What follows belongs to an exercise in optimizing a design on an open flow for small area, a short achievable clock period and few clock cycles; a production flow would make more cautious choices.
The RTL was checked by simulation tests, not by an equivalence proof against the original design.
Power figures rest on the tool's default switching activity, not on a simulated workload.

== before ==
==> flow/design.v <==
module udp_rx_demux (
    input  wire        clk,
    input  wire        rst,
    input  wire        in_valid,
    output wire        in_ready,
    input  wire [7:0]  in_data,
    input  wire        in_last,
    output wire        out_valid,
    input  wire        out_ready,
    output wire [7:0]  out_data,
    output wire        out_last,
    output wire        ev_valid,
    output wire [2:0]  ev_kind,
    output wire [2:0]  ev_slot,
    output wire [15:0] ev_sport,
    output wire [15:0] ev_dport,
    output wire [15:0] ev_len,
    input  wire        bind_en,
    input  wire [2:0]  bind_slot,
    input  wire [15:0] bind_port,
    input  wire        deq_en,
    input  wire [2:0]  deq_slot
);
    localparam [2:0] EV_ENQUEUE        = 3'd0,
                     EV_UNRECOGNIZED   = 3'd1,
                     EV_ARP_REPLY      = 3'd2,
                     EV_ARP_SUPPRESSED = 3'd3,
                     EV_NO_PORT        = 3'd4,
                     EV_QUEUE_FULL     = 3'd5;
    reg        first;           
    reg [15:0] cnt;             
    reg        f_mac;           
    reg        f_12, f_13, f_14;
    reg        f_u;             
    reg        f_ip;            
    reg        g33, g41;        
    reg        t12;             
    reg        ty_arp, ty_ip;   
    reg [3:0]  ihl;
    reg        dp_done;         
    reg        lkd;             
    reg [8:0]  sc;              
    reg        mt;              
    reg        lkdone;          
    reg        pend;            
    reg        rdy;             
    reg        rep;             
    reg        rm;              
    reg        arp_seen;
    reg        ev_v;
    reg [2:0]  e_kind, e_slot;
    reg [7:0]  pb [0:3];        
    reg [47:0] mac;             
    reg [7:0]  out_d;
    reg        out_l;
    reg [15:0] slot_port  [0:7];
    reg        slot_valid [0:7];
    reg [2:0]  slot_count [0:7];
    wire in_fire  = in_valid && rdy;
    wire out_fire = rep && out_ready;
    wire        near = !first && cnt[15:7] == 9'd0;
    wire [6:0]  c7   = cnt[6:0];
    wire [1:0]  pj   = {~cnt[1], cnt[0]};
    wire [6:0]  rn   = c7 - 7'd13;
    wire        nu   = near && (c7 == 7'd14 ? in_data[3:0] == 4'd0
                                            : (!rn[6] && rn[5:2] == ihl && c7 > 7'd14));
    wire        dp_now = dp_done || (f_u && pj == 2'd3);
    wire        trig   = ty_ip && !lkd && g33 && (dp_now || in_last);
    wire        ip_cls = ty_ip && g33;
    wire        arp_cls = ty_arp && g41;
    wire        arp_go = in_fire && in_last && arp_cls && !arp_seen;
    wire [15:0] dport = {pb[2], pb[3]};
    reg  [15:0] sel_port;
    reg         sel_valid;
    reg  [2:0]  act_slot;
    integer s;
    always @(*) begin
        sel_port  = 16'd0;
        sel_valid = 1'b0;
        act_slot  = 3'd0;
        for (s = 0; s < 8; s = s + 1) begin
            if (sc[s]) begin
                sel_port  = sel_port | slot_port[s];
                sel_valid = sel_valid | slot_valid[s];
            end
            if (sc[s+1])
                act_slot  = act_slot | s;
        end
    end
    wire match = sel_valid && sel_port == dport;
    reg         op_bind, op_deq;
    reg  [2:0]  op_slot;
    reg  [2:0]  cur;            
    reg  [7:0]  cwe;            
    integer q;
    always @(*) begin
        cur = 3'd0;
        for (q = 0; q < 8; q = q + 1)
            if (sc[q+1] || (op_deq && op_slot == q))
                cur = cur | slot_count[q];
        for (q = 0; q < 8; q = q + 1)
            cwe[q] = ((op_bind || op_deq) && op_slot == q) ||
                     (sc[q+1] && mt && !cur[2]);
    end
    wire [2:0] cnew = op_bind ? 3'd0 :
                      op_deq  ? (cur == 3'd0 ? 3'd0 : cur - 3'd1) :
                                cur + 3'd1;
    wire sel_full = cur[2];
    reg [7:0] rbyte;
    always @(*) begin
        case (cnt[5:0])
            6'd6, 6'd22:  rbyte = 8'h52;
            6'd7, 6'd23:  rbyte = 8'h54;
            6'd8, 6'd24:  rbyte = 8'h00;
            6'd9, 6'd25:  rbyte = 8'h12;
            6'd10, 6'd26: rbyte = 8'h34;
            6'd11, 6'd27: rbyte = 8'h56;
            6'd12: rbyte = 8'h08;
            6'd13: rbyte = 8'h06;
            6'd14: rbyte = 8'h00;
            6'd15: rbyte = 8'h01;
            6'd16: rbyte = 8'h08;
            6'd17: rbyte = 8'h00;
            6'd18: rbyte = 8'h06;
            6'd19: rbyte = 8'h04;
            6'd20: rbyte = 8'h00;
            6'd21: rbyte = 8'h02;
            6'd28: rbyte = 8'h0a;
            6'd29: rbyte = 8'h00;
            6'd30: rbyte = 8'h02;
            6'd31: rbyte = 8'h0f;
            6'd38: rbyte = pb[0];
            6'd39: rbyte = pb[1];
            6'd40: rbyte = pb[2];
            6'd41: rbyte = pb[3];
            default: rbyte = mac[47:40];    
        endcase
    end
    wire rep_end = cnt[5:0] == 6'd42;
    wire mac_rot = (out_fire && rm) || arp_go;
    integer i;
    always @(posedge clk) begin
        if (rst) begin
            first    <= 1'b1;
            cnt      <= 16'd0;
            lkd      <= 1'b0;
            lkdone   <= 1'b0;
            dp_done  <= 1'b0;
            sc       <= 9'd0;
            mt       <= 1'b0;
            pend     <= 1'b0;
            rdy      <= 1'b1;
            rep      <= 1'b0;
            arp_seen <= 1'b0;
            ev_v     <= 1'b0;
            f_mac    <= 1'b0;
            f_12     <= 1'b0;
            f_13     <= 1'b0;
            f_14     <= 1'b0;
            f_u      <= 1'b0;
            f_ip     <= 1'b0;
            g33      <= 1'b0;
            g41      <= 1'b0;
            for (i = 0; i < 8; i = i + 1)
                slot_valid[i] <= 1'b0;
        end else begin
            ev_v <= 1'b0;
            mt   <= match && !mt;
            sc   <= mt ? 9'd0 : {sc[7:0], 1'b0};
            if (in_fire) begin
                first <= in_last;
                cnt   <= (first ? 16'd0 : cnt) + 16'd1;
                f_mac <= !in_last && (first ? 1'b0 : (near && c7 >= 7'd5 && c7 <= 7'd10));
                f_12  <= !in_last && near && c7 == 7'd11;
                f_13  <= !in_last && near && c7 == 7'd12;
                f_14  <= !in_last && near && c7 == 7'd13;
                f_u   <= !in_last && nu;
                f_ip  <= !in_last && near && c7 >= 7'd27 && c7 <= 7'd30;
                g33   <= !in_last && (g33 || (near && c7 == 7'd32));
                g41   <= !in_last && (g41 || (near && c7 == 7'd40));
                if (first) begin
                    dp_done <= 1'b0;
                    lkd     <= 1'b0;
                    lkdone  <= 1'b0;
                end
                if (f_12) t12 <= in_data == 8'h08;
                if (f_13) begin
                    ty_arp <= t12 && in_data == 8'h06;
                    ty_ip  <= t12 && in_data == 8'h00;
                end
                if (f_14) ihl <= in_data[3:0];
                if (dp_now && !first) dp_done <= 1'b1;
                if (trig) begin
                    lkd <= 1'b1;
                    sc  <= 9'd1;
                end
                if (in_last) begin
                    if (ip_cls) begin
                        if (lkdone) begin
                            ev_v <= 1'b1;
                        end else begin
                            pend <= 1'b1;
                            rdy  <= 1'b0;
                        end
                    end else begin
                        ev_v <= 1'b1;
                        if (arp_cls) begin
                            if (arp_seen) begin
                                e_kind <= EV_ARP_SUPPRESSED;
                            end else begin
                                e_kind   <= EV_ARP_REPLY;
                                arp_seen <= 1'b1;
                                rep      <= 1'b1;
                                rdy      <= 1'b0;
                                rm       <= 1'b1;
                                cnt      <= 16'd1;
                                out_d    <= mac[47:40];
                                out_l    <= 1'b0;
                            end
                        end else begin
                            e_kind <= EV_UNRECOGNIZED;
                        end
                    end
                end
            end
            if (mt) begin
                lkdone <= 1'b1;
                e_slot <= act_slot;
                e_kind <= sel_full ? EV_QUEUE_FULL : EV_ENQUEUE;
            end else if (sc[8]) begin
                lkdone <= 1'b1;
                e_kind <= EV_NO_PORT;
            end
            if (pend && lkdone) begin
                pend <= 1'b0;
                rdy  <= 1'b1;
                ev_v <= 1'b1;
            end
            if (out_fire) begin
                cnt   <= cnt + 16'd1;
                out_d <= rbyte;
                out_l <= cnt[5:0] == 6'd41;
                rm    <= cnt[5:0] <= 6'd4 || (cnt[5:0] >= 6'd31 && cnt[5:0] <= 6'd36);
                if (rep_end) begin
                    rep <= 1'b0;
                    rdy <= 1'b1;
                end
            end
            if (bind_en) slot_valid[bind_slot] <= bind_port != 16'd0;
        end
    end
    always @(posedge clk) begin
        for (i = 0; i < 4; i = i + 1)
            if (in_fire) begin
                if (first && i >= 2)
                    pb[i] <= 8'd0;
                else if ((i == 0 && f_14) ||
                         (!ty_arp && f_u && pj == i) || (ty_arp && f_ip && c7[1:0] == i))
                    pb[i] <= in_data;
            end
        if (in_fire && f_mac)
            mac <= {mac[39:0], in_data};
        else if (mac_rot)
            mac <= {mac[39:0], mac[47:40]};
    end
    always @(posedge clk) begin
        for (i = 0; i < 8; i = i + 1) begin
            if (bind_en && bind_slot == i)
                slot_port[i] <= bind_port;
            if (cwe[i])
                slot_count[i] <= cnew;
        end
        op_bind <= bind_en && !rst;
        op_deq  <= deq_en && !rst;
        op_slot <= bind_en ? bind_slot : deq_slot;
    end
    assign in_ready  = rdy;
    assign out_valid = rep;
    assign out_data  = out_d;
    assign out_last  = out_l;
    assign ev_valid  = ev_v;
    assign ev_kind   = e_kind;
    assign ev_slot   = e_slot;
    assign ev_sport  = {pb[0], pb[1]};
    assign ev_dport  = {pb[2], pb[3]};
    assign ev_len    = cnt;
endmodule
clock: 6.0 ns
lec_check: 0
cap_margin: 20
core_margin: 2
core_utilization: 55
cts_cluster_diameter: 100
cts_cluster_size: 20
place_density: 0.7
setup_slack_margin: 3.5
slew_margin: 20
standard.sh (not shown) runs the stock make flow with config.mk's settings and CLKGATE_MAP_FILE= SYNTH_SCRIPT=/design/flow/synth_recipe.tcl, a recipe that flattens the netlist after the stock synthesis.
==> flow/flow/run.sh <==
#!/bin/bash
# The standard layout, with plain buf_2 cells as the port buffers instead of
# the delay cells buffer_ports picks by default.
set -euo pipefail
export BUFFER_PORTS_ARGS="-buffer_cell sky130_fd_sc_hd__buf_2"
bash standard.sh > standard.log 2>&1
Testbench counts of before, summed over its fixed seeds: cycles 230,452.
What after does differently from before at the input level:
diff --git a/flow/design.v b/flow/design.v
--- a/flow/design.v
+++ b/flow/design.v
@@ -143,8 +143,4 @@
         if (rst) begin
             first    <= 1'b1;
-            cnt      <= 16'd0;
-            lkd      <= 1'b0;
-            lkdone   <= 1'b0;
-            dp_done  <= 1'b0;
             sc       <= 9'd0;
             mt       <= 1'b0;
Findings:
after finished every step from synthesis to the final layout, and the layout passed the timing, DRC and antenna checks.
From before to after, final max-slew violation count did not move at all.
Delta(highest attainable clock frequency, after - before) > 0
after vs before — total of cells resized after clock tree synthesis rose 9.
From before to after the numbers moved as follows: worst setup slack after placement picked up an extra 0.33 ns; wire length picked up an extra 2.0%; share of the core filled with cells picked up an extra 1.2 points; signed area change from the synthesized netlist to the final layout picked up an extra 1.9 points; wire length of the first global-routing pass picked up an extra 700 um.
Min antenna diode count across after and before: after
Lower combinational group share of total power among after and before: before
When after is measured against before, its leakage power turns out 0.11 nW higher.
Summary — power share of the clock group, after relative to before: lower, by 0.9 points.
Between after and before, via density per instance is higher for after, before comes in under that.
Testbench counts of after, summed over its fixed seeds: cycles 230,452.

==> static timing again, ports no longer ideal <==
In the flow no input, the clock included, has a driving cell. The finished layouts below were timed again as built, in two steps. Step 1 assumes that a clkbuf_16 drives the clock port and a buf_2 every other input. Step 2 adds t to the input delays and takes it off the output delays; t is the mean of the earliest and latest rising clock arrival at the registers after step 1. Input paths then give back, and output paths get back, about the clock's delay inside the block. Three values: ideal ports, drivers, drivers and shift; two values: the first two.
run	shift t [ns]	slack for setup (ns)	hold WS [ns]
before	0.559	3.473 / 3.473 / 2.974	0.417 / 0.417 / 0.417
after	0.564	3.538 / 3.489 / 2.979	0.417 / 0.417 / 0.417
After both steps every run listed still meets setup and hold. The setup slack of after, which loses most, moves by -0.049 ns with the drivers and by -0.559 ns with both steps.
